From an optimization exercise on the open Yosys and OpenROAD flow, aimed at small area; shortcuts taken in it are not production practice.
No run shown here included a check of the RTL's function; only the layout flow was run.
Power and IR drop assume default switching activity.

--- design/flow/flow/run.sh ---
#!/bin/bash
# Standard ORFS layout (the standard.sh, unchanged synthesis, floorplan,
# power grid and tap cells), with two placement/CTS knobs changed:
#  - ports are buffered with the smallest buffer (buf_1) instead of the
#    cell buffer_ports would pick on its own;
#  - CTS uses small clock buffers and no dummy loads.
# make's full output goes to make.log here; each ORFS step also writes its
# own log under orfs/logs/.
set -euo pipefail
export BUFFER_PORTS_ARGS="-buffer_cell sky130_fd_sc_hd__buf_1"
export CTS_ARGS="-sink_clustering_enable -repair_clock_nets -dont_use_dummy_load"
bash standard.sh finish > make.log 2>&1
--- design/flow/standard.sh ---
#!/bin/bash
# synth_recipe.tcl (not shown) runs the flow's synth.tcl, then flattens the netlist and writes it again
# the make line also repeats each setting of config.mk as NAME=value (left out here)
make -C /OpenROAD-flow-scripts/flow DESIGN_CONFIG=/design/flow/config.mk WORK_HOME=/design/flow/orfs CLKGATE_MAP_FILE= SYNTH_SCRIPT=/design/flow/synth_recipe.tcl "${@:-finish}"
--- design/flow/config.mk ---
export PLATFORM = sky130hd
export DESIGN_NAME = frame_codec
export DESIGN_NICKNAME = frame_codec
export VERILOG_FILES = /design/flow/design.v
export SDC_FILE = /design/flow/constraint.sdc
export NUM_CORES = 4
export LEC_CHECK = 0
export CAP_MARGIN = 20
export CORE_MARGIN = 2
export CORE_UTILIZATION = 40
export SLEW_MARGIN = 20
--- design/flow/constraint.sdc ---
create_clock -name core_clock -period 6.0 [get_ports {clk}]
set_input_delay 1.2000 -clock core_clock [delete_from_list [all_inputs] [get_ports {clk}]]
set_output_delay 1.2000 -clock core_clock [all_outputs]
set_load 0.01 [all_outputs]
--- design/flow/design.v ---
module frame_codec (
    input  wire        clk,
    input  wire        rst,
    input  wire        enc_start,
    output wire        enc_busy,
    output wire        tx_valid,
    output wire [7:0]  tx_data,
    output wire        tx_last,
    input  wire        tx_ready,
    input  wire        rx_valid,
    input  wire [7:0]  rx_data,
    input  wire        rx_end,
    output reg         res_valid,
    output wire [2:0]  res_kind,
    output wire [3:0]  res_reason,
    output reg  [16:0] res_len,
    output reg  [7:0]  res_type,
    output reg  [7:0]  res_cmd,
    output reg  [15:0] res_dlen,
    output reg  [7:0]  res_chk_computed,
    output reg  [7:0]  res_chk_received,
    output wire [7:0]  res_code,
    output wire [7:0]  res_rssi,
    output reg  [15:0] res_pc,
    output reg  [95:0] res_epc
);
    reg [2:0] es;
    wire      busy = |es;
    always @(posedge clk) begin
        if (rst)
            es <= 3'd0;
        else if (busy ? tx_ready : enc_start)
            es <= es + 3'd1;
    end
    reg [7:0] inv_byte;
    always @(*) begin
        case (es)
            3'd1:    inv_byte = 8'hBB;
            3'd3:    inv_byte = 8'h22;
            3'd6:    inv_byte = 8'h22;
            3'd7:    inv_byte = 8'h7E;
            default: inv_byte = 8'h00;
        endcase
    end
    assign enc_busy = busy;
    assign tx_valid = busy;
    assign tx_data  = inv_byte;
    assign tx_last  = (es == 3'd7);
    reg [16:0]  cnt;
    reg [7:0]   sum;         
    reg [7:0]   d1, d2;      
    reg         sok;         
    reg [31:0]  hdr;         
    reg [119:0] pay;         
    wire        sat   = &cnt;
    wire        low   = (cnt[16:5] == 12'd0);
    wire [16:0] cnt_n = (rx_valid && !sat) ? cnt + 17'd1 : cnt;
    wire [7:0]  sum_a = sum + d2;
    integer j;
    always @(posedge clk) begin
        if (rst || rx_end)
            cnt <= 17'd0;
        else
            cnt <= cnt_n;
        if (rx_valid) begin
            d1  <= rx_data;
            d2  <= d1;
            sum <= (low && cnt[4:0] < 5'd3) ? 8'h00 : sum_a;
            if (low && cnt[4:0] == 5'd0)
                sok <= (rx_data == 8'hBB);
            for (j = 0; j < 4; j = j + 1)
                if (low && cnt[4:0] == j + 1)
                    hdr[31-8*j -: 8] <= rx_data;
            for (j = 0; j < 15; j = j + 1)
                if (low && cnt[4:0] == j + 5)
                    pay[119-8*j -: 8] <= rx_data;
        end
    end
    wire [7:0]  w_d1  = rx_valid ? rx_data : d1;
    wire [7:0]  w_d2  = rx_valid ? d1 : d2;
    wire [7:0]  w_sum = rx_valid ? sum_a : sum;
    wire [7:0]  w_type = hdr[31:24];
    wire [7:0]  w_cmd  = hdr[23:16];
    wire [15:0] w_dlen = hdr[15:0];
    wire [7:0]  s5     = pay[119:112];
    wire f_empty = (cnt_n == 17'd0);
    wire f_short = (cnt_n[16:3] == 14'd0);
    wire f_mark  = !sok || (w_d1 != 8'h7E);
    wire f_chk   = (w_sum != w_d2);
    wire f_len   = ({1'b0, w_dlen} + 17'd7 != cnt_n);
    wire p_succ  = (w_type == 8'h02) && (w_cmd == 8'h22);
    wire p_err   = (w_type == 8'h01) && (w_cmd == 8'hFF);
    wire l17     = (w_dlen == 16'd17);
    wire l1      = (w_dlen == 16'd1);
    reg [3:0] oc_n;
    always @(*) begin
        if (f_empty)      oc_n = 4'd1;
        else if (f_short) oc_n = 4'd2;
        else if (f_mark)  oc_n = 4'd3;
        else if (f_chk)   oc_n = 4'd4;
        else if (f_len)   oc_n = 4'd5;
        else if (p_succ)  oc_n = l17 ? 4'd13 : 4'd6;
        else if (p_err)   oc_n = l1 ? ((s5 == 8'h15) ? 4'd14 : 4'd15) : 4'd7;
        else              oc_n = 4'd8;
    end
    wire n_hdr  = !f_short;
    wire n_chk  = !f_short && !f_mark && f_chk;
    wire n_succ = (oc_n == 4'd13);
    wire n_tag  = oc_n[3] & oc_n[2] & oc_n[1];
    reg [3:0] oc;
    reg [7:0] r5;            
    always @(posedge clk) begin
        if (rst) begin
            res_valid        <= 1'b0;
            oc               <= 4'd0;
            res_len          <= 17'd0;
            res_type         <= 8'h00;
            res_cmd          <= 8'h00;
            res_dlen         <= 16'h0000;
            res_chk_computed <= 8'h00;
            res_chk_received <= 8'h00;
            res_pc           <= 16'h0000;
            res_epc          <= 96'h0;
        end else if (rx_end) begin
            res_valid        <= 1'b1;
            oc               <= oc_n;
            res_len          <= cnt_n;
            res_type         <= n_hdr ? w_type : 8'h00;
            res_cmd          <= n_hdr ? w_cmd  : 8'h00;
            res_dlen         <= n_hdr ? w_dlen : 16'h0000;
            res_chk_computed <= n_chk ? w_sum  : 8'h00;
            res_chk_received <= n_chk ? w_d2   : 8'h00;
            res_pc           <= n_succ ? pay[111:96] : 16'h0000;
            res_epc          <= n_succ ? pay[95:0]   : 96'h0;
        end else if (rx_valid) begin
            res_valid <= 1'b0;
        end
        if (rx_end)
            r5 <= s5;
    end
    wire o_x    = oc[3] & oc[2];
    wire o_succ = o_x & !oc[1];
    wire o_tag  = o_x & oc[1];
    assign res_kind   = o_x ? {1'b0, oc[1:0]} : {(oc != 4'd0), 2'b00};
    assign res_reason = o_x ? 4'd0 : oc;
    assign res_rssi   = o_succ ? r5 : 8'h00;
    assign res_code   = o_tag  ? r5 : 8'h00;
endmodule
==> flow_metrics.env, run 1 <==
export IMPL_status="timing/DRC/antenna clean"
export IMPL_placedInstanceArea_mm2=0.01568
export IMPL_start_util=0.4056
export IMPL_gp_congestion=0.8924
export IMPL_htreeDepth=2
export IMPL_async_flop_share=0
export IMPL_synth_top_area_frac=0.3518
export IMPL_grt_max_degree=163
export IMPL_cts_tree="done"
export IMPL_leakagePower_uw=0.005890
export IMPL_cts_buffers=41
export IMPL_worst_ep_required_time_ns=6.47
export IMPL_max_freq_mhz=222.2
export IMPL_slew_headroom=0.2827
export IMPL_clk_path_buf_depth=3
export IMPL_grt_ovfl_total=0
export IMPL_core_area_mm2=0.03557
export IMPL_routedWlPerCell_um=20.34
export IMPL_synth_top_family_by_area="compound AO/OA/AOI/OAI gates"
export IMPL_portBuffers=225
export IMPL_cp_start_kind="flip-flop"
export IMPL_synth_simple_area_share=0.1045
export IMPL_period_share=0.7502
export IMPL_drive_gt1_frac=0.07056
export IMPL_netlist_area_mm2=0.01443
export IMPL_rows=69
export IMPL_drt_total_wl_mm=36.20
export IMPL_yosysWarnings=1
export IMPL_worstPathMaxFanout=32
export IMPL_final_cell_area_mm2=0.01671
export IMPL_finClkSkew_ns=0.06396
export IMPL_drt_iter0_markers=615
export IMPL_dominantRegCellSynth="dfxtp_1"
export IMPL_p_total_uw=5264
export IMPL_utilization=0.4699
export IMPL_grt_total_usage=0.1873
export IMPL_antenna_left=0
export IMPL_synth_compound_area_frac=0.1337
export IMPL_yosys_cell_count_top_type="dfxtp_1"
export IMPL_synth_edf_count=169
export IMPL_via_per_inst=5.322
export IMPL_tightestPinTransition_ns=1.068
export IMPL_vias=9473
export IMPL_hp_class="flip-flop to flip-flop"
export IMPL_cp_data_arrival_time_ns=4.97
export IMPL_dpl_hpwl_mm=24.18
export IMPL_synth_area_leaders="edfxtp_1 (35%), dfxtp_1 (30%), a22o_1 (9.1%)"
export IMPL_first_global_vias=8864
export IMPL_antenna_found_initial=0
export IMPL_synth_adder_area_share=0.01787
export IMPL_endpoint_kind="flip-flop"
export IMPL_timing_hold_violations_final=0
export IMPL_remaining_drc_errors=0
export IMPL_syn_nets=1133
export IMPL_nets=1354
export IMPL_synth_area_leader_cell="edfxtp_1"
export IMPL_die_y_um=193.9
export IMPL_die_width_um=193.9
export IMPL_ys_seq_area_frac=0.6543
export IMPL_synth_xor_xnor_area_share=0.03608
export IMPL_max_cap_violations=0
export IMPL_power_density_mw_per_mm2=314.9
export IMPL_synthDistinctLibCells=68
export IMPL_tns_ns=0
export IMPL_io_pins=226
export IMPL_grt_setup_unrepaired="no"
export IMPL_synthCells=1099
export IMPL_cts_hold_buffers=0
export IMPL_drtPass1Iterations=5
export IMPL_path_class="flip-flop to flip-flop"
export IMPL_root_buffer="clkbuf_16"
export IMPL_syn_area_per_cell_um2=13.13
export IMPL_holdWs_ns=0.4065
export IMPL_cts_sinks=387
export IMPL_synth_seq_cells=387
export IMPL_area_growth_pct=15.87
export IMPL_yosys_top_cells_count="dfxtp_1 (218), edfxtp_1 (169), a22o_1 (150)"
export IMPL_grt_pass1_wl_mm=54.63
export IMPL_clkTransAtPathRegs_ns=0.06
export IMPL_ir_drop_uv=244.7
export IMPL_post_cts_resized=0
export IMPL_cts_setup_buffers=0
export IMPL_dieArea_mm2=0.03760
export IMPL_min_period_ns=4.501
export IMPL_synthMuxAreaShare=0.02064
export IMPL_fillers=3252
export IMPL_finalSetupViolations=0
export IMPL_maxSlewViolCount=0
export IMPL_insertion_delay_ns=0.53
## worst max-delay path: stages, from the launching register on
cell     delay [ns]
dfxtp_1        0.49
ha_1           0.38
nand3_1        0.16
nor4_1         0.37
ha_1           0.28
nor2b_1        0.15
mux2_2         0.34
xnor3_1        0.35
nor4_1         0.29
nand3_1        0.11
nor4_1         0.30
and4b_4        0.65
buf_4          0.38
a22o_1         0.17
## registers in the layout (all words and copies together), names as in the netlist, 16 cells and up
name and cells:
res_dlen 16, res_len 17, pay 120, res_epc 96
cnt 17, hdr 32, res_pc 16
## final timing paths
kind	start	endpoint	slack [ns]	depth (start not counted)
hold reg to reg	pay[11]	res_epc[11]	0.41	1
hold / removal	pay[11]	res_epc[11]	0.41	1
setup reg to reg	cnt[0]	res_epc[62]	1.50	13
setup / recovery	cnt[0]	res_epc[62]	1.50	13
## area by class of cell
cell class	count	area, µm²	area share
antenna	1	2.502	0.0001497
clock buffer	41	1026	0.06138
inverter	26	97.59	0.005839
multi-input combinational	618	4543	0.2718
sequential	387	9439	0.5647
tap	461	576.8	0.03451
timing repair buffer	246	1030	0.06161
## cells by family (layout without fill, tap and decap cells)
logic type	count (synthesis)	count (layout)
DFF	387	387
other	0	1
buffers and inverters	94	313
muxes	28	28
and+or+nand+nor	278	278
AOI/OAI and AO/OA	239	239
xor gates and xnor gates	53	53
adders and majority gates	20	20
## where the power goes
| group | internal (µW) | total [µW] | leakage [µW] | switching, µW |
|---|---|---|---|---|
| Sequential | 2790 | 2820 | 0.00330 | 30.0 |
| Clock | 1200 | 2100 | 0.000505 | 908 |
| Combinational | 126 | 344 | 0.00208 | 218 |
| Total | 4110 | 5260 | 0.00589 | 1160 |
## layer usage
metal	part of all wire	global-route usage	routed length, µm
met1	0.47	0.2659	17140
met2	0.45	0.2911	16270
met3	0.053	0.03722	1925
met4	0.024	0.05471	864
met5	0	0	0
## stage by stage
step,std cells,setup WS [ns]
final,1780,1.499
after global routing,1779,1.230
after CTS,1779,1.512
after detailed placement,1738,1.110
after global placement,1738,1.105
after floorplan,1099,2.360
## placed cells by master, fill, tap and decap left out, drive strengths merged, types with 5 or more instances in the layout
| master | n |
|---|---|
| buf | 244 |
| dfxtp | 218 |
| edfxtp | 169 |
| a22o | 150 |
| nor2 | 73 |
| clkbuf | 43 |
| nand2 | 41 |
| xnor2 | 33 |
| o21ai | 28 |
| inv | 26 |
| nor4 | 24 |
| and2 | 23 |
| a211oi | 23 |
| ha | 19 |
| nand4 | 19 |
| nor3 | 18 |
| xor2 | 16 |
| nand3 | 16 |
| mux2 | 14 |
| mux2i | 14 |
| nor2b | 11 |
| or3 | 7 |
| nand2b | 7 |
| nor4b | 7 |
| and3 | 6 |
| a21oi | 6 |
| nand4b | 5 |
| nand3b | 5 |
==> run 2: changes to the inputs <==
--- a/design/flow/flow/run.sh
+++ b/design/flow/flow/run.sh
@@ -9,4 +9,4 @@
 set -euo pipefail
 export BUFFER_PORTS_ARGS="-buffer_cell sky130_fd_sc_hd__buf_1"
-export CTS_ARGS="-sink_clustering_enable -repair_clock_nets -dont_use_dummy_load"
+export CTS_ARGS="-sink_clustering_enable -repair_clock_nets -dont_use_dummy_load -buf_list sky130_fd_sc_hd__clkbuf_2"
 bash standard.sh finish > make.log 2>&1
==> run 2 against run 1 <==
Sequential share of layout area rose by 1.9 points; sequential cell count stayed put; total power is 15% lower; highest routed layer unchanged; critical endpoint is now res_epc[50]; combinational power hardly changed; utilization decreased by 1.5 points; critical path depth unchanged; via count up 2.6%; clock-buffer cell count rose by 56; critical path type unchanged; largest power group unchanged.
==> flow_metrics.env, run 2 <==
export IMPL_tns_ns=0
export IMPL_clk_path_buf_depth=3
export IMPL_tightestPinTransition_ns=1.087
export IMPL_grtUsageMet3=0.05079
export IMPL_synth_area_leader_cell="edfxtp_1"
export IMPL_top_regs="pay: 120 flops, res_epc: 96 flops, hdr: 32 flops"
export IMPL_maxSlewViolCount=0
export IMPL_routedWlPerCell_um=20.02
export IMPL_detailedPlace_worstSlack_ns=1.110
export IMPL_post_cts_resized=0
export IMPL_grt_ovfl_total=0
export IMPL_grt_max_degree=163
export IMPL_gr_usage_met1=0.2672
export IMPL_fillers=3333
export IMPL_cp_start_kind="flip-flop"
export IMPL_antenna_left=0
export IMPL_htreeDepth=3
export IMPL_path_class="flip-flop to flip-flop"
export IMPL_power_density_mw_per_mm2=276.7
export IMPL_synthDistinctLibCells=68
export IMPL_cts_buffers=97
export IMPL_grt_pass1_wl_mm=55.79
export IMPL_syn_area_per_cell_um2=13.13
export IMPL_synth_seq_cells=387
export IMPL_drtPass1Iterations=5
export IMPL_grt_setup_unrepaired="no"
export IMPL_final_common_cell="buf_1"
export IMPL_dieArea_mm2=0.03760
export IMPL_largest_reg_flops=120
export IMPL_portBuffers=225
export IMPL_leakagePower_uw=0.005788
export IMPL_timing_hold_violations_final=0
export IMPL_met2_usage=0.2923
export IMPL_hp_start="pay[7]"
export IMPL_area_growth_pct=12.13
export IMPL_cts_setup_buffers=0
export IMPL_status="timing/DRC/antenna clean"
export IMPL_core_area_mm2=0.03557
export IMPL_nets=1410
export IMPL_grt_total_usage=0.1930
export IMPL_slew_headroom=0.2699
export IMPL_final_cell_area_mm2=0.01617
export IMPL_worst_slack_ns=1.576
export IMPL_grt_busiest_layer="met2"
export IMPL_ir_drop_uv=125.9
export IMPL_dominantRegCellSynth="dfxtp_1"
export IMPL_async_flop_share=0
export IMPL_remaining_drc_errors=0
export IMPL_first_global_vias=9299
export IMPL_vias=9718
export IMPL_rows=69
export IMPL_yosys_cell_count_top_type="dfxtp_1"
export IMPL_gp_congestion=0.8924
export IMPL_hold_end="res_epc[7]"
export IMPL_drive_gt1_frac=0.1084
export IMPL_insertion_delay_ns=0.98
export IMPL_start_util=0.4056
export IMPL_netlist_area_mm2=0.01443
export IMPL_drt_total_wl_mm=36.76
export IMPL_min_period_ns=4.424
export IMPL_p_total_uw=4475
export IMPL_yosys_top_cells_count="dfxtp_1 (218), edfxtp_1 (169), a22o_1 (150)"
export IMPL_cp_data_arrival_time_ns=5.32
export IMPL_period_share=0.7373
export IMPL_clkTransAtPathRegs_ns=0.09
export IMPL_finClkSkew_ns=0.1454
export IMPL_hp_class="flip-flop to flip-flop"
export IMPL_holdPathStages=1
export IMPL_cts_tree="done"
export IMPL_synth_top_area_frac=0.3518
export IMPL_die_y_um=193.9
export IMPL_worstPathMaxFanout=32
export IMPL_via_per_inst=5.293
export IMPL_finalSetupViolations=0
export IMPL_max_cap_violations=0
export IMPL_syn_nets=1133
export IMPL_cts_sinks=387
export IMPL_placedInstanceArea_mm2=0.01568
export IMPL_io_pins=226
export IMPL_die_width_um=193.9
export IMPL_synthCells=1099
export IMPL_regMostFlops="pay"
export IMPL_ff2ff_setup_slack_ns=1.58
export IMPL_worst_ep_required_time_ns=6.90
export IMPL_synth_edf_count=169
export IMPL_max_freq_mhz=226.1
export IMPL_yosysWarnings=1
export IMPL_layout_common_cells="buf_1 (223), dfxtp_1 (218), edfxtp_1 (169)"
export IMPL_drt_iter0_markers=658
export IMPL_ys_seq_area_frac=0.6543
export IMPL_holdWs_ns=0.3771
export IMPL_dpl_hpwl_mm=24.18
export IMPL_endpoint_kind="flip-flop"
export IMPL_reg2regPathDepth=13
export IMPL_synth_area_leaders="edfxtp_1 (35%), dfxtp_1 (30%), a22o_1 (9.1%)"
export IMPL_cts_hold_buffers=0
export IMPL_antenna_found_initial=1
export IMPL_r2r_start="cnt[0]"
export IMPL_root_buffer="clkbuf_2"
export IMPL_reg2reg_to="res_epc[50]"
run 2: worst max-delay path, cell delays in order (launching register included):
cell and delay, ns:
dfxtp_1 0.50, ha_1 0.37, nand3_1 0.16, nor4_1 0.37, ha_1 0.29, nor2b_1 0.16
mux2_2 0.34, xnor3_1 0.36, nor4_1 0.28, nand3_1 0.11, nor4_1 0.31, and4b_4 0.64
buf_4 0.38, a22o_1 0.17
run 2: worst max path at each step:
stage	endpoint	startpoint
global route	res_epc[62]	cnt[0]
global placement	res_epc[55]	rx_valid
detailed placement	res_epc[78]	rx_valid
finish	res_epc[50]	cnt[0]
CTS	res_epc[78]	cnt[0]
floorplan	res_epc[30]	rx_valid
run 2: cells by family (layout without fill, tap and decap cells):
family | count (synthesis) | count (layout) | share of synthesized area
flip-flops | 387 | 387 | 0.6544
AND/OR/NAND/NOR | 278 | 278 | 0.1045
AO/OA/AOI/OAI | 239 | 239 | 0.1338
buffers and inverters | 94 | 369 | 0.03279
XOR/XNOR | 53 | 53 | 0.03608
multiplexers | 28 | 28 | 0.02064
adder cells (fa/ha/maj) | 20 | 20 | 0.01787
other | 0 | 1 | 0
run 2: layer usage:
layer	wire, µm	part of all wire	up-vias
li1	-	-	4690
met1	16990	0.46	4645
met2	16530	0.45	322
met3	2380	0.065	61
met4	861	0.023	0
met5	0	0	-
run 2: per-stage QoR:
stage / utilization / instances
2_1_floorplan: - / 1099
3_3_place_gp: 0.4407 / 1738
3_5_place_dp: 0.4409 / 1738
4_1_cts: 0.4545 / 1835
5_1_grt: 0.4547 / 1836
6_report: 0.4547 / 1836
run 2: cell type report:
cell class                 instances  area, µm²  share of cell area
antenna                            1      2.502           0.0001547
tap                              461      576.8             0.03566
clock buffer                      97      485.5             0.03001
multi-input combinational        618       4543              0.2809
timing repair buffer             246       1030             0.06367
inverter                          26      97.59            0.006034
sequential                       387       9439              0.5836
run 2: power breakdown:
group	total, µW	switching [µW]	internal, µW
clock network	1320	902	418
logic	344	217	126
registers	2810	30.0	2780
total	4480	1150	3330
==> run 3: changes to the inputs <==
--- a/design/flow/flow/run.sh
+++ b/design/flow/flow/run.sh
@@ -9,4 +9,4 @@
 set -euo pipefail
 export BUFFER_PORTS_ARGS="-buffer_cell sky130_fd_sc_hd__buf_1"
-export CTS_ARGS="-sink_clustering_enable -repair_clock_nets -dont_use_dummy_load -buf_list sky130_fd_sc_hd__clkbuf_2"
+export CTS_ARGS="-sink_clustering_enable -repair_clock_nets -dont_use_dummy_load -buf_list sky130_fd_sc_hd__clkbuf_4"
 bash standard.sh finish > make.log 2>&1
==> run 3 against run 2 <==
Global-route usage shrank 0.054 points; still clean; combinational power is essentially flat; critical path type unchanged; clock power grew 25%; sequential power hardly changed; highest routed layer unchanged; register-to-register slack barely moved; final cell count increased by 0.22%; critical path depth unchanged; total power grew 7.5%.
==> flow_metrics.env, run 3 <==
export IMPL_status="timing/DRC/antenna clean"
export IMPL_drive_gt1_frac=0.1097
export IMPL_endpoint_kind="flip-flop"
export IMPL_grt_pass1_wl_mm=55.71
export IMPL_path_cells="ha_1 > nand3_1 > nor4_1 > ha_1 > nor2b_1 > mux2_2 > xnor3_1 > nor4_1 > nand3_1 > nor4_1 > and4b_4 > buf_4 > a22o_1"
export IMPL_io_pins=226
export IMPL_fillers=3302
export IMPL_timing_hold_violations_final=0
export IMPL_via_per_inst=5.305
export IMPL_path_common_cell="nor4_1"
export IMPL_cp_data_arrival_time_ns=5.14
export IMPL_grt_max_degree=163
export IMPL_synth_top_area_frac=0.3518
export IMPL_largest_reg_flops=120
export IMPL_cp_start_kind="flip-flop"
export IMPL_die_y_um=193.9
export IMPL_worstPathMaxFanout=32
export IMPL_synthMuxAreaShare=0.02064
export IMPL_grt_total_usage=0.1925
export IMPL_async_flop_share=0
export IMPL_ys_seq_area_frac=0.6543
export IMPL_synth_area_leader_cell="edfxtp_1"
export IMPL_seqCellArea_mm2=0.009439
export IMPL_vias=9761
export IMPL_htreeDepth=3
export IMPL_critPathLaunch="cnt[0]"
export IMPL_max_freq_mhz=225.9
export IMPL_syn_area_per_cell_um2=13.13
export IMPL_grt_setup_unrepaired="no"
export IMPL_portBuffers=225
export IMPL_synth_edf_count=169
export IMPL_finalSetupViolations=0
export IMPL_cts_buffers=99
export IMPL_yosys_top_cells_count="dfxtp_1 (218), edfxtp_1 (169), a22o_1 (150)"
export IMPL_post_cts_resized=0
export IMPL_drtPass1Iterations=5
export IMPL_tns_ns=0
export IMPL_multiInputGateArea_mm2=0.004543
export IMPL_drt_total_wl_mm=36.77
export IMPL_yosys_cell_count_top_type="dfxtp_1"
export IMPL_synth_area_leaders="edfxtp_1 (35%), dfxtp_1 (30%), a22o_1 (9.1%)"
export IMPL_hp_class="flip-flop to flip-flop"
export IMPL_path_class="flip-flop to flip-flop"
export IMPL_gp_congestion=0.8924
export IMPL_crit_path_end="res_epc[50]"
export IMPL_cts_hold_buffers=0
export IMPL_top_regs="pay: 120 flops, res_epc: 96 flops, hdr: 32 flops"
export IMPL_max_stage_delay_ns=0.64
export IMPL_core_area_mm2=0.03557
export IMPL_holdWs_ns=0.4011
export IMPL_synth_compound_area_frac=0.1337
export IMPL_cts_setup_buffers=0
export IMPL_netlist_area_mm2=0.01443
export IMPL_crit_slowest_cell="and4b_4"
export IMPL_rows=69
export IMPL_power_density_mw_per_mm2=292.7
export IMPL_drt_iter0_markers=653
export IMPL_die_width_um=193.9
export IMPL_cts_tree="done"
export IMPL_finClkSkew_ns=0.09196
export IMPL_reg2reg_to="res_epc[50]"
export IMPL_regMostFlops="pay"
export IMPL_routedWlPerCell_um=19.98
export IMPL_start_util=0.4056
export IMPL_tightestPinTransition_ns=1.064
export IMPL_reg2regPathDepth=13
export IMPL_synth_seq_cells=387
export IMPL_syn_nets=1133
export IMPL_root_buffer="clkbuf_4"
export IMPL_ir_drop_uv=140.3
export IMPL_clkTransAtPathRegs_ns=0.06
export IMPL_nets=1412
export IMPL_r2r_start="cnt[0]"
export IMPL_synth_adder_area_share=0.01787
export IMPL_cts_sinks=387
export IMPL_synthDistinctLibCells=68
export IMPL_layout_common_cells="buf_1 (223), dfxtp_1 (218), edfxtp_1 (169)"
export IMPL_worst_ep_required_time_ns=6.71
export IMPL_antenna_left=0
export IMPL_maxSlewViolCount=0
export IMPL_grt_ovfl_total=0
export IMPL_synthCells=1099
export IMPL_min_period_ns=4.428
export IMPL_slew_headroom=0.2849
export IMPL_synth_simple_area_share=0.1045
export IMPL_dieArea_mm2=0.03760
export IMPL_insertion_delay_ns=0.78
export IMPL_synth_top_family_by_area="compound AO/OA/AOI/OAI gates"
export IMPL_antenna_found_initial=2
export IMPL_first_global_vias=9307
export IMPL_dpl_hpwl_mm=24.18
export IMPL_ff2ff_setup_slack_ns=1.57
export IMPL_final_common_cell="buf_1"
export IMPL_leakagePower_uw=0.005841
export IMPL_synth_xor_xnor_area_share=0.03608
export IMPL_area_growth_pct=13.95
export IMPL_yosysWarnings=1
export IMPL_remaining_drc_errors=0
export IMPL_max_cap_violations=0
export IMPL_dominantRegCellSynth="dfxtp_1"
export IMPL_clk_path_buf_depth=3
export IMPL_period_share=0.7379
[run 3: cell counts after synthesis]
Identical to the previous run, type by type.
[run 3: cell families after synthesis]
family / count (synthesis)
fa+ha+maj: 20
compound gates: 239
simple gates: 278
buf+inv: 94
mux: 28
flops: 387
xor+xnor: 53
[run 3: stage by stage]
step                setup WS (ns)  instances    util  total power, µW  area [µm²]
floorplan                   2.360       1099       -             3111       14430
global placement            1.105       1738  0.4407             3212       15680
detailed placement          1.110       1738  0.4409             3220       15680
CTS                         1.553       1837  0.4618             4896       16420
global route                1.282       1839  0.4620             5039       16430
finish                      1.572       1840  0.4621             4811       16440
[run 3: report_power, final]
part,switching [µW],internal (µW)
Combinational,217,126
Clock,907,744
Sequential,30.0,2790
[run 3: routing by layer]
metal | global-route usage | part of all wire | vias to the layer above
met5 | 0 | 0 | -
met1 | 0.2664 | 0.47 | 4675
met3 | 0.05044 | 0.059 | 58
li1 | - | - | 4703
met2 | 0.2927 | 0.45 | 325
met4 | 0.06762 | 0.022 | 0
[run 3: final cells by class]
| type | instances | share of cell area |
|---|---|---|
| flip-flops and latches | 387 | 0.5743 |
| multi-input cells | 618 | 0.2764 |
| repair buffers | 246 | 0.06265 |
| clock buffers | 99 | 0.04522 |
| well taps | 461 | 0.03509 |
| inverters | 26 | 0.005937 |
| diodes | 3 | 0.0004567 |
[run 3: worst min-delay path by stage]
stage	to	startpoint	slack [ns]	depth (start not counted)
floorplan	r5[0]	pay[112]	0.42	0
finish	res_epc[88]	pay[88]	0.40	1
detailed placement	r5[4]	pay[116]	0.43	0
global placement	r5[2]	pay[114]	0.43	0
global route	res_epc[11]	pay[11]	0.40	1
CTS	res_epc[88]	pay[88]	0.39	1
[run 3: worst max-delay path, delay by kind of cell (launching register included)]
kind	cells	cell delay, ns
AO/OA/AOI/OAI	1	0.17
XOR/XNOR	1	0.36
adder cells (fa/ha/maj)	2	0.67
buffers and inverters	1	0.38
flip-flops	1	0.49
multiplexers	1	0.34
AND/OR/NAND/NOR	7	2.01
==> run 4: changes to the inputs <==
==> design/flow/run.sh (new file) <==
#!/bin/bash
# synth_recipe.tcl (not shown) runs the flow's synth.tcl, then flattens the netlist and writes it again
# the make line also repeats each setting of config.mk as NAME=value (left out here)
make -C /OpenROAD-flow-scripts/flow DESIGN_CONFIG=/design/flow/config.mk WORK_HOME=/design/flow/orfs CLKGATE_MAP_FILE= SYNTH_SCRIPT=/design/flow/synth_recipe.tcl finish
removed: design/flow/flow/run.sh
removed: design/flow/standard.sh
==> run 4 against run 3 <==
Design area up 12%; non-clock buffer count down 3; largest cell class unchanged; clock power up 47%; setup slack worse by 0.22 ns; utilization up 5.4 points; sequential cell count unchanged; combinational power up 17%; total power up 17%; area after synthesis unchanged; register-to-register slack worse by 0.22 ns; global-route usage down 0.059 points; sequential power about the same.
==> flow_metrics.env, run 4 <==
export IMPL_status="timing/DRC/antenna clean"
export IMPL_largest_reg_flops=120
export IMPL_path_common_cell="nor4_1"
export IMPL_diodes=0
export IMPL_synth_area_leaders="edfxtp_1 (35%), dfxtp_1 (30%), a22o_1 (9.1%)"
export IMPL_dpl_hpwl_mm=24.70
export IMPL_remaining_drc_errors=0
export IMPL_synth_area_leader_cell="edfxtp_1"
export IMPL_cts_hold_buffers=0
export IMPL_clkTransAtPathRegs_ns=0.06
export IMPL_async_flop_share=0
export IMPL_cts_tree="done"
export IMPL_tightestPinTransition_ns=1.033
export IMPL_cts_setup_buffers=0
export IMPL_syn_nets=1133
export IMPL_top_regs="pay: 120 flops, res_epc: 96 flops, hdr: 32 flops"
export IMPL_drtPass1Iterations=5
export IMPL_drt_total_wl_mm=37.15
export IMPL_worstPathMaxFanout=112
export IMPL_die_width_um=193.9
export IMPL_final_common_cell="clkdlybuf4s50_1"
export IMPL_drt_iter0_markers=771
export IMPL_start_util=0.4056
export IMPL_clk_path_buf_depth=3
export IMPL_synth_top_area_frac=0.3518
export IMPL_hp_class="flip-flop to flip-flop"
export IMPL_via_per_inst=5.279
export IMPL_path_class="flip-flop to flip-flop"
export IMPL_post_cts_resized=0
export IMPL_dieArea_mm2=0.03760
export IMPL_holdPathStages=1
export IMPL_root_buffer="clkbuf_16"
export IMPL_timing_hold_violations_final=0
export IMPL_rows=69
export IMPL_grt_setup_unrepaired="no"
export IMPL_synthCells=1099
export IMPL_antenna_found_initial=0
export IMPL_hold_end="res_pc[7]"
export IMPL_drive_gt1_frac=0.07864
export IMPL_finClkSkew_ns=0.01580
export IMPL_max_cap_violations=0
export IMPL_leakagePower_uw=0.006500
export IMPL_crit_slowest_cell="nor4_1"
export IMPL_hp_start="pay[103]"
export IMPL_max_stage_delay_ns=0.53
export IMPL_cp_data_arrival_time_ns=5.11
export IMPL_worst_ep_required_time_ns=6.47
export IMPL_utilization=0.5160
export IMPL_yosys_top_cells_count="dfxtp_1 (218), edfxtp_1 (169), a22o_1 (150)"
export IMPL_yosys_cell_count_top_type="dfxtp_1"
export IMPL_power_density_mw_per_mm2=307.6
export IMPL_maxSlewViolCount=0
export IMPL_grt_max_degree=143
export IMPL_vias=9550
export IMPL_period_share=0.7740
export IMPL_nets=1350
export IMPL_cts_buffers=40
export IMPL_netlist_area_mm2=0.01443
export IMPL_syn_area_per_cell_um2=13.13
export IMPL_reg2reg_to="res_epc[11]"
export IMPL_dominantRegCellSynth="dfxtp_1"
export IMPL_endpoint_kind="flip-flop"
export IMPL_area_growth_pct=27.24
export IMPL_cts_sinks=387
export IMPL_min_period_ns=4.644
export IMPL_ff2ff_setup_slack_ns=1.36
export IMPL_synth_edf_count=169
export IMPL_synth_seq_cells=387
export IMPL_slew_headroom=0.3086
export IMPL_portBuffers=225
export IMPL_placedInstanceArea_mm2=0.01705
export IMPL_regMostFlops="pay"
export IMPL_grt_pass1_wl_mm=56.16
export IMPL_grt_ovfl_total=0
export IMPL_finalSetupViolations=0
export IMPL_tns_ns=0
export IMPL_synthDistinctLibCells=68
export IMPL_die_y_um=193.9
export IMPL_ir_drop_uv=196.3
export IMPL_io_pins=226
export IMPL_ys_seq_area_frac=0.6543
export IMPL_fillers=3113
export IMPL_first_global_vias=9339
export IMPL_r2r_start="cnt[0]"
export IMPL_htreeDepth=2
export IMPL_layout_common_cells="clkdlybuf4s50_1 (223), dfxtp_1 (218), edfxtp_1 (169)"
export IMPL_grt_total_usage=0.1919
export IMPL_cp_start_kind="flip-flop"
export IMPL_reg2regPathDepth=13
export IMPL_antenna_left=0
export IMPL_final_cell_area_mm2=0.01836
export IMPL_insertion_delay_ns=0.54
export IMPL_max_freq_mhz=215.3
export IMPL_core_area_mm2=0.03557
export IMPL_gp_congestion=0.8410
export IMPL_routedWlPerCell_um=20.54
export IMPL_path_cells="ha_1 > nand3_1 > nor4_1 > ha_1 > nor2b_1 > mux2_2 > xnor3_1 > nor4_1 > nand3_1 > nor4_1 > and4b_4 > buf_12 > a22o_1"
export IMPL_yosysWarnings=1
==> run 4: cell types whose count changed in the layout (fill, tap and decap cells not counted), moves of 2 or more <==
cell / delta
buf_4: -3
clkinv_2: +4
bufinv_16: +2
clkbuf_4: -99
buf_2: +2
clkbuf_16: +40
clkbuf_1: +15
buf_1: -223
inv_6: +2
clkdlybuf4s50_1: +223
clkbuf_2: -2
clkbuf_8: +7
diode_2: -3
==> run 4: stage by stage <==
| stage | setup WS, ns | std cells | hold WS, ns | total power [µW] |
|---|---|---|---|---|
| floorplan | 2.360 | 1099 | 0.4168 | 3111 |
| global placement | 1.248 | 1735 | 0.4263 | 3269 |
| detailed placement | 1.269 | 1735 | 0.4337 | 3278 |
| CTS | 1.478 | 1809 | 0.4466 | 5715 |
| global route | 1.041 | 1809 | 0.4549 | 5865 |
| finish | 1.356 | 1809 | 0.4431 | 5647 |
==> run 4: where the power goes <==
group	switching, µW	internal, µW	total (µW)
Clock	1000	1420	2430
Sequential	31.0	2790	2820
Combinational	222	182	404
Total	1260	4390	5650
==> run 4: kinds of logic (layout without fill, tap and decap cells) <==
logic type / Yosys count / after routing / share of synthesized area
multiplexers: 28 / 28 / 0.02064
AO/OA/AOI/OAI: 239 / 239 / 0.1338
AND/OR/NAND/NOR: 278 / 278 / 0.1045
adder cells (fa/ha/maj): 20 / 20 / 0.01787
flip-flops: 387 / 387 / 0.6544
XOR/XNOR: 53 / 53 / 0.03608
buffers and inverters: 94 / 343 / 0.03279
==> run 4: how the worst max path moves through the flow <==
| stage | cells past startpoint | end | slack [ns] | from |
|---|---|---|---|---|
| 3_5_place_dp | 10 | res_epc[11] | 1.27 | rx_valid |
| 5_1_grt | 13 | res_epc[16] | 1.04 | cnt[0] |
| 2_1_floorplan | 13 | res_epc[30] | 2.36 | rx_valid |
| 6_report | 13 | res_epc[11] | 1.36 | cnt[0] |
| 4_1_cts | 13 | res_epc[11] | 1.48 | cnt[0] |
| 3_3_place_gp | 10 | res_epc[30] | 1.25 | rx_valid |
==> run 4: metal layers <==
metal | share of wire | up-vias | track usage
met4 | 0.022 | 0 | 0.05331
met3 | 0.060 | 57 | 0.03792
met1 | 0.46 | 4613 | 0.2655
met5 | 0 | - | 0
li1 | - | 4573 | -
met2 | 0.46 | 307 | 0.3081
==> run 4: worst max-delay path, delay by kind of cell (launching register included) <==
| kind | cells | cell delay, ns |
|---|---|---|
| AOI/OAI and AO/OA | 1 | 0.22 |
| muxes | 1 | 0.36 |
| adders and majority gates | 2 | 0.67 |
| and+or+nand+nor | 7 | 2.01 |
| DFF | 1 | 0.48 |
| buffers and inverters | 1 | 0.35 |
| xor gates and xnor gates | 1 | 0.36 |
==> run 4: final cells by class <==
type                            instances  area (µm²)  area share
Clock buffer                           62        1154     0.06285
Clock inverter                         12       147.6    0.008044
Inverter                               26       97.59    0.005317
Multi-Input combinational cell        618        4538      0.2472
Sequential cell                       387        9439      0.5142
Tap cell                              461       576.8     0.03142
Timing Repair Buffer                  243        2402      0.1309

-- port drivers added, routing unchanged --
Ports are ideal in the flow. The routed layouts listed here were re-timed in OpenROAD. Step 1 assumes that a clkbuf_16 drives the clock port and a buf_2 every other input. Step 2 adds t to the input delays and takes it off the output delays; t is the mean of the earliest and latest rising clock arrival at the registers after step 1. Input paths then give back, and output paths get back, about the clock's delay inside the block. Slacks: no drivers / after step 1 / after step 2; pairs: no drivers / after step 1.
run	t (ns)	setup WS [ns]	worst register clock-pin slew, ns	pins driven straight from the clock port
run 1	0.556	1.499 / 1.499 / 1.090	0.06 / 0.06	1
run 2	0.953	1.576 / 1.576 / 1.110	0.10 / 0.10	1
run 3	0.774	1.572 / 1.572 / 1.127	0.07 / 0.07	1
run 4	0.579	1.356 / 1.356 / 1.149	0.06 / 0.06	1
After both steps setup and hold are still met in every run listed. For run 2, which loses most, drivers alone change the setup slack by 0.000 ns; drivers and shift together by -0.466 ns.
